Source: an optimization exercise on an open RTL-to-GDS flow (aim: small area, a short achievable clock period and few clock cycles). Production flows keep margins and buffers that such runs may drop.

==> inputs of run a <==
==> flow/design.v <==
module ota_core (
    input  wire        clk,
    input  wire        rst,
    input  wire        cmd_valid,
    output reg         cmd_ready,
    input  wire [2:0]  cmd_op,
    input  wire [31:0] cmd_arg,
    input  wire        in_valid,
    output reg         in_ready,
    input  wire [7:0]  in_data,
    output reg         rsp_valid,
    output reg  [31:0] rsp_data,
    output reg         out_valid,
    output reg  [7:0]  out_data,
    output reg         dict_we,
    output reg  [10:0] dict_waddr,
    output reg  [7:0]  dict_wdata,
    output reg  [10:0] dict_raddr,
    input  wire [7:0]  dict_rdata
);
    localparam [31:0] MAGIC_DEFAULT = 32'h45535033;
    localparam [2:0] OP_CFG_MAGIC = 3'd1;
    localparam [2:0] OP_START     = 3'd2;
    localparam [2:0] OP_POLL      = 3'd3;
    localparam [2:0] OP_PROGRESS  = 3'd4;
    localparam [2:0] OP_VERIFY    = 3'd5;
    localparam [2:0] OP_RELEASE   = 3'd6;
    localparam [31:0] RES_INPROGRESS = 32'd0;
    localparam [31:0] RES_DONE       = 32'd1;
    localparam [31:0] ERR_HDR_LENGTH = -32'sd8;
    localparam [31:0] ERR_HDR_MAGIC  = -32'sd9;
    localparam [31:0] ERR_CHECKSUM   = -32'sd10;
    localparam [31:0] ERR_DOWNLOAD   = -32'sd11;
    localparam [2:0] ST_IDLE      = 3'd0;
    localparam [2:0] ST_HEADER    = 3'd1;
    localparam [2:0] ST_FILE      = 3'd2;
    localparam [2:0] ST_COMPLETED = 3'd3;
    localparam [2:0] ST_MAGIC     = 3'd4;
    localparam [2:0] ST_ERROR     = 3'd5;
    reg [2:0]  st;
    reg        err_is_len;
    reg [31:0] magic_cfg;
    reg [32:0] rem;              
    reg [31:0] written;          
    reg        wrapped;          
    reg [31:0] crc;
    reg [31:0] hdr_crc;
    reg [4:0]  hdr_fill;
    reg        len_ok, mag_ok, lborrow;
    reg [31:0] cl;               
    reg        more;             
    reg [7:0]  b0, b1;           
    reg        v0, v1;
    reg [30:0] bitq;             
    reg [4:0]  bitcnt;
    reg [1:0]  nopp;             
    reg        rd_act;           
    reg        a_lit;            
    reg [4:0]  cnt;              
    reg        dv;               
    reg        d_lit;            
    reg [10:0] dp;               
    wire busy = !cmd_ready;      
    reg [31:0] crc_next;
    integer i;
    always @* begin
        crc_next = crc ^ {24'd0, b0};
        for (i = 0; i < 8; i = i + 1)
            crc_next = crc_next[0] ? ((crc_next >> 1) ^ 32'hEDB88320) : (crc_next >> 1);
    end
    wire active  = (st == ST_HEADER) || (st == ST_FILE) || (st == ST_COMPLETED);
    wire in_file = (st == ST_FILE);
    wire in_hdr  = (st == ST_HEADER);
    wire full_ok = bitq[30] ? (bitcnt >= 5'd9)  : (bitcnt >= 5'd16);
    wire part_ok = bitq[30] ? (bitcnt >= 5'd17) : (bitcnt >= 5'd24);
    wire tp      = (nopp != 2'd0) && full_ok;
    wire take    = tp && (!rd_act || cnt == 5'd0);
    wire [1:0] nopp_a = !full_ok ? 2'd0 :
                        take     ? {1'b0, nopp[1] && part_ok} :
                        (nopp[1] && !part_ok) ? 2'd1 : nopp;
    wire feed    = v0 && in_file && !nopp_a[1];
    wire ib_go   = v0 && (!in_file || !nopp_a[1]);
    wire cmd_fire = cmd_valid && cmd_ready;
    wire in_fire  = in_valid && in_ready;
    wire poll_end = busy && !more && !v0 && !tp && !rd_act && !dv;
    wire       fwd     = out_valid && (dp == written[10:0]);
    wire       wr_done = wrapped || (dp < written[10:0]);
    wire [7:0] dbyte   = d_lit ? dp[7:0] :
                         fwd ? out_data :
                         wr_done ? dict_rdata :
                         ((dp >= 11'd17) ? 8'h20 : 8'h00);
    wire [4:0]  shamt = take ? (bitq[30] ? 5'd9 : 5'd16) : 5'd0;
    wire [30:0] q1    = bitq << shamt;
    wire [4:0]  c1    = bitcnt - shamt;
    wire [7:0] rbyte = rem[8*hdr_fill[1:0] +: 8];
    wire [8:0] ldiff = {1'b0, rbyte} - {1'b0, (hdr_fill[1:0] == 2'd0) ? 8'd8 : {7'd0, lborrow}};
    wire v1_n   = (v1 && !ib_go) || (v0 && in_fire && !ib_go);
    wire more_n = in_fire ? (cl != 32'd1) : more;
    wire       r_arg = !busy && (cmd_op == OP_START) && !active;
    wire       r_wr  = !busy && (cmd_op == OP_PROGRESS) && active;
    reg  [4:0] r_code;
    always @* begin
        r_code = ERR_DOWNLOAD[4:0];
        if (busy) begin
            case (st)
            ST_HEADER:    r_code = RES_INPROGRESS[4:0];
            ST_COMPLETED: r_code = RES_DONE[4:0];
            ST_FILE:      r_code = (rem == 33'd20) ? RES_DONE[4:0] :
                                   (rem[32] || rem[31:0] < 32'd20) ? ERR_DOWNLOAD[4:0] :
                                   RES_INPROGRESS[4:0];
            ST_MAGIC:     r_code = ERR_HDR_MAGIC[4:0];
            ST_ERROR:     r_code = err_is_len ? ERR_HDR_LENGTH[4:0] : ERR_DOWNLOAD[4:0];
            default:      r_code = ERR_DOWNLOAD[4:0];
            endcase
        end else begin
            case (cmd_op)
            OP_CFG_MAGIC: r_code = active ? ERR_DOWNLOAD[4:0] : RES_DONE[4:0];
            OP_PROGRESS, OP_VERIFY: begin
                if (st == ST_MAGIC)
                    r_code = ERR_HDR_MAGIC[4:0];
                else if (st == ST_ERROR)
                    r_code = err_is_len ? ERR_HDR_LENGTH[4:0] : ERR_DOWNLOAD[4:0];
                else if (cmd_op == OP_VERIFY && st == ST_COMPLETED)
                    r_code = (~crc == hdr_crc) ? RES_DONE[4:0] : ERR_CHECKSUM[4:0];
                else
                    r_code = ERR_DOWNLOAD[4:0];
            end
            OP_RELEASE:   r_code = RES_DONE[4:0];
            default:      r_code = ERR_DOWNLOAD[4:0];
            endcase
        end
    end
    always @* begin
        dict_we    = out_valid;
        dict_wdata = out_data;
        dict_waddr = written[10:0];
    end
    always @(posedge clk) begin
        rsp_data <= r_arg ? cmd_arg : r_wr ? written : {{27{r_code[4]}}, r_code};
        if (rst) begin
            st        <= ST_IDLE;
            cmd_ready <= 1'b1;
            in_ready  <= 1'b0;
            more      <= 1'b0;
            magic_cfg <= MAGIC_DEFAULT;
            rsp_valid <= 1'b0;
            out_valid <= 1'b0;
            v0        <= 1'b0;
            v1        <= 1'b0;
            nopp      <= 2'd0;
            rd_act    <= 1'b0;
            dv        <= 1'b0;
        end else begin
            rsp_valid <= cmd_fire ? (cmd_op != OP_POLL) : poll_end;
            if (cmd_fire) begin
                case (cmd_op)
                OP_CFG_MAGIC: if (!active) magic_cfg <= cmd_arg;
                OP_START: if (!active) begin
                    rem      <= {1'b0, cmd_arg};
                    crc      <= 32'hFFFFFFFF;
                    hdr_fill <= 5'd0;
                    len_ok   <= 1'b1;
                    mag_ok   <= 1'b1;
                    lborrow  <= 1'b0;
                    bitq     <= 31'd0;
                    bitcnt   <= 5'd0;
                    nopp     <= 2'd0;
                    st       <= ST_HEADER;
                end
                OP_RELEASE: st <= ST_IDLE;
                default: ;
                endcase
            end
            if (cmd_fire && cmd_op == OP_POLL) begin
                cmd_ready <= 1'b0;
                cl        <= cmd_arg;
                more      <= (cmd_arg != 32'd0);
                in_ready  <= (cmd_arg != 32'd0);
            end else begin
                if (in_fire)
                    cl <= cl - 32'd1;
                more     <= more_n;
                in_ready <= more_n && !v1_n;
            end
            if (ib_go) begin
                b0 <= (v1 || !in_fire) ? b1 : in_data;
                v0 <= v1 || in_fire;
            end else if (in_fire && !v0) begin
                b0 <= in_data;
                v0 <= 1'b1;
            end
            if (in_fire && (v1 ? ib_go : (v0 && !ib_go)))
                b1 <= in_data;
            v1 <= v1_n;
            if (ib_go) begin
                if (in_hdr) begin
                    hdr_fill <= hdr_fill + 5'd1;
                    if (hdr_fill[4:2] == 3'd0) begin
                        len_ok  <= len_ok && (b0 == ldiff[7:0]);
                        lborrow <= ldiff[8];
                    end
                    if (hdr_fill[4:2] == 3'd1)
                        hdr_crc <= {b0, hdr_crc[31:8]};
                    if (hdr_fill[4:2] == 3'd2)
                        mag_ok <= mag_ok && (b0 == magic_cfg[8*hdr_fill[1:0] +: 8]);
                    if (hdr_fill >= 5'd8)
                        crc <= crc_next;
                    if (hdr_fill == 5'd19) begin
                        if (!len_ok || lborrow) begin
                            st         <= ST_ERROR;
                            err_is_len <= 1'b1;
                        end else if (!mag_ok) begin
                            st <= ST_MAGIC;
                        end else begin
                            st <= ST_FILE;
                        end
                    end
                end else if (in_file) begin
                    crc <= crc_next;
                    rem <= rem - 33'd1;
                end
            end
            if (feed) begin
                bitq   <= q1 | ({b0, 23'd0} >> c1);
                bitcnt <= c1 + 5'd8;
            end else if (take) begin
                bitq   <= q1;
                bitcnt <= c1;
            end
            if (in_file)
                nopp <= nopp_a + {1'b0, feed};
            if (take) begin
                rd_act <= 1'b1;
                a_lit  <= bitq[30];
                dict_raddr <= bitq[30] ? {3'd0, bitq[29:22]} : bitq[29:19] + 11'd17;
                cnt        <= bitq[30] ? 5'd0 : {1'b0, bitq[18:15]} + 5'd1;
            end else begin
                if (cnt == 5'd0)
                    rd_act <= 1'b0;
                a_lit      <= 1'b0;
                dict_raddr <= dict_raddr + 11'd1;
                cnt        <= cnt - 5'd1;
            end
            dv    <= rd_act;
            d_lit <= a_lit;
            dp    <= dict_raddr;
            out_valid <= dv;
            out_data  <= dbyte;
            if (out_valid) begin
                written <= written + 32'd1;
                if (written[10:0] == 11'd2047)
                    wrapped <= 1'b1;
            end
            if (poll_end) begin
                cmd_ready <= 1'b1;
                if (in_file) begin
                    if (rem == 33'd20) begin
                        st <= ST_COMPLETED;
                    end else if (rem[32] || rem[31:0] < 32'd20) begin
                        st         <= ST_ERROR;
                        err_is_len <= 1'b0;
                    end
                end
            end
            if (cmd_fire && cmd_op == OP_START && !active) begin
                written <= 32'd0;
                wrapped <= 1'b0;
            end
        end
    end
endmodule
==> flow/run.sh <==
#!/bin/bash
# synth_recipe.tcl (not shown) runs the flow's synth.tcl, then flattens the netlist and writes it again
# the make line also repeats each setting of config.mk as NAME=value (left out here)
make -C /OpenROAD-flow-scripts/flow DESIGN_CONFIG=/design/flow/config.mk WORK_HOME=/design/flow/orfs CLKGATE_MAP_FILE= SYNTH_SCRIPT=/design/flow/synth_recipe.tcl finish
==> flow/config.mk <==
export PLATFORM = sky130hd
export DESIGN_NAME = ota_core
export DESIGN_NICKNAME = ota_core
export VERILOG_FILES = /design/flow/design.v
export SDC_FILE = /design/flow/constraint.sdc
export NUM_CORES = 4
export LEC_CHECK = 0
export CAP_MARGIN = 20
export CORE_MARGIN = 2
export CORE_UTILIZATION = 40
export SLEW_MARGIN = 20
==> flow/constraint.sdc <==
create_clock -name core_clock -period 10.0 [get_ports {clk}]
set_input_delay 2.0000 -clock core_clock [delete_from_list [all_inputs] [get_ports {clk}]]
set_output_delay 2.0000 -clock core_clock [all_outputs]
set_load 0.01 [all_outputs]
==> run b: changes against run a <==
==> flow/flow/run.sh (new file) <==
#!/bin/bash
set -euo pipefail
bash standard.sh SETUP_SLACK_MARGIN=7 finish > standard_flow.log 2>&1
==> flow/standard.sh (new file) <==
#!/bin/bash
# synth_recipe.tcl (not shown) runs the flow's synth.tcl, then flattens the netlist and writes it again
# the make line also repeats each setting of config.mk as NAME=value (left out here)
make -C /OpenROAD-flow-scripts/flow DESIGN_CONFIG=/design/flow/config.mk WORK_HOME=/design/flow/orfs CLKGATE_MAP_FILE= SYNTH_SCRIPT=/design/flow/synth_recipe.tcl "${@:-finish}"
ABC_CLOCK_PERIOD_IN_PS = 3000   (was unset)
removed: flow/run.sh
==> run c: changes against run a <==
ABC_CLOCK_PERIOD_IN_PS = 3000   (was unset)
SETUP_SLACK_MARGIN = 5   (was unset)
==> results.sh <==
export IMPL_outcome="finished clean"
export IMPL_gr_usage_met3_pct=4.31
export IMPL_area_growth_pct=27.0
export IMPL_routed_top_layer="met4"
export IMPL_seqAreaFraction_pct=38.5
export IMPL_cp_depth=1
export IMPL_wl_um=60800
export IMPL_max_vdd_ir_drop_mv=0.121
export IMPL_cts_setup_buffers=69
export IMPL_drt_iter0_drc=1698
export IMPL_worstPathMaxFanout=4
The numbers above come from run b.

==> results.sh <==
export IMPL_worstPathMaxFanout=71
export IMPL_max_vdd_ir_drop_mv=0.111
export IMPL_gr_usage_met3_pct=4.12
export IMPL_outcome="finished clean"
export IMPL_area_growth_pct=16.1
export IMPL_final_layout_size_suffix_gt1_share_pct=8.98
export IMPL_seqAreaFraction_pct=41.9
export IMPL_wl_um=56700
export IMPL_cp_depth=10
export IMPL_drt_iter0_drc=1608
export IMPL_nets=2081
export IMPL_cts_setup_buffers=0
export IMPL_layout_common_cells="edfxtp_1, nand2_1, nor2_1"
export IMPL_routed_top_layer="met5"
The numbers above come from run c.

==> results.sh <==
export IMPL_finalSetupViolCount=0
export IMPL_seqAreaFraction_pct=42.1
export IMPL_critPathSlowestCell="nand2_1"
export IMPL_synth_edf_count=260
export IMPL_synth_fa_ha_area_share_pct=1.88
export IMPL_drt_iter0_drc=1618
export IMPL_grt_max_degree=74
export IMPL_cp_depth=9
export IMPL_wl_um=56700
export IMPL_ant_nets=0
export IMPL_grt_setup_unrepaired="no"
export IMPL_netSwitchingFraction_pct=24.7
export IMPL_dr_pass1_iters=6
export IMPL_filler_cell_count=4461
export IMPL_outcome="finished clean"
export IMPL_area_growth_pct=15.6
export IMPL_grt_pass1_wl_um=88400
The numbers above come from run a.

Function was not checked in any run of this note: the RTL went through the layout flow alone.

## what the ideal ports hide
No port has a modelled driver above. Below, the same layouts with a new extraction and two added sets of constraints. Step 1 (the two cells are an assumption about what drives the block):
set clk [get_ports {clk}]
set_driving_cell -lib_cell sky130_fd_sc_hd__clkbuf_16 $clk
set_driving_cell -lib_cell sky130_fd_sc_hd__buf_2 [delete_from_list [all_inputs] $clk]
Step 2, shift: input delay + t, output delay - t, t = (earliest + latest rising clock arrival at the registers) / 2. This alone moves slack from input paths to output paths. a / b / c = ideal / step 1 / step 2; a / b = the first two.
| run | t, ns | slack for setup (ns) | worst hold slack (ns) | clock arrival spread, ns |
|---|---|---|---|---|
| run a | 0.605 | 5.159 / 5.114 / 4.508 | 0.431 / 0.431 / 0.431 | 0.020 / 0.021 |
| run b | 0.634 | 6.791 / 6.733 / 6.243 | 0.428 / 0.428 / 0.428 | 0.030 / 0.030 |
| run c | 0.612 | 5.402 / 5.371 / 4.759 | 0.436 / 0.436 / 0.436 | 0.020 / 0.020 |
After both steps setup and hold are still met in every run listed. The setup slack of run a, which loses most, moves by -0.045 ns with the drivers and by -0.651 ns with both steps.
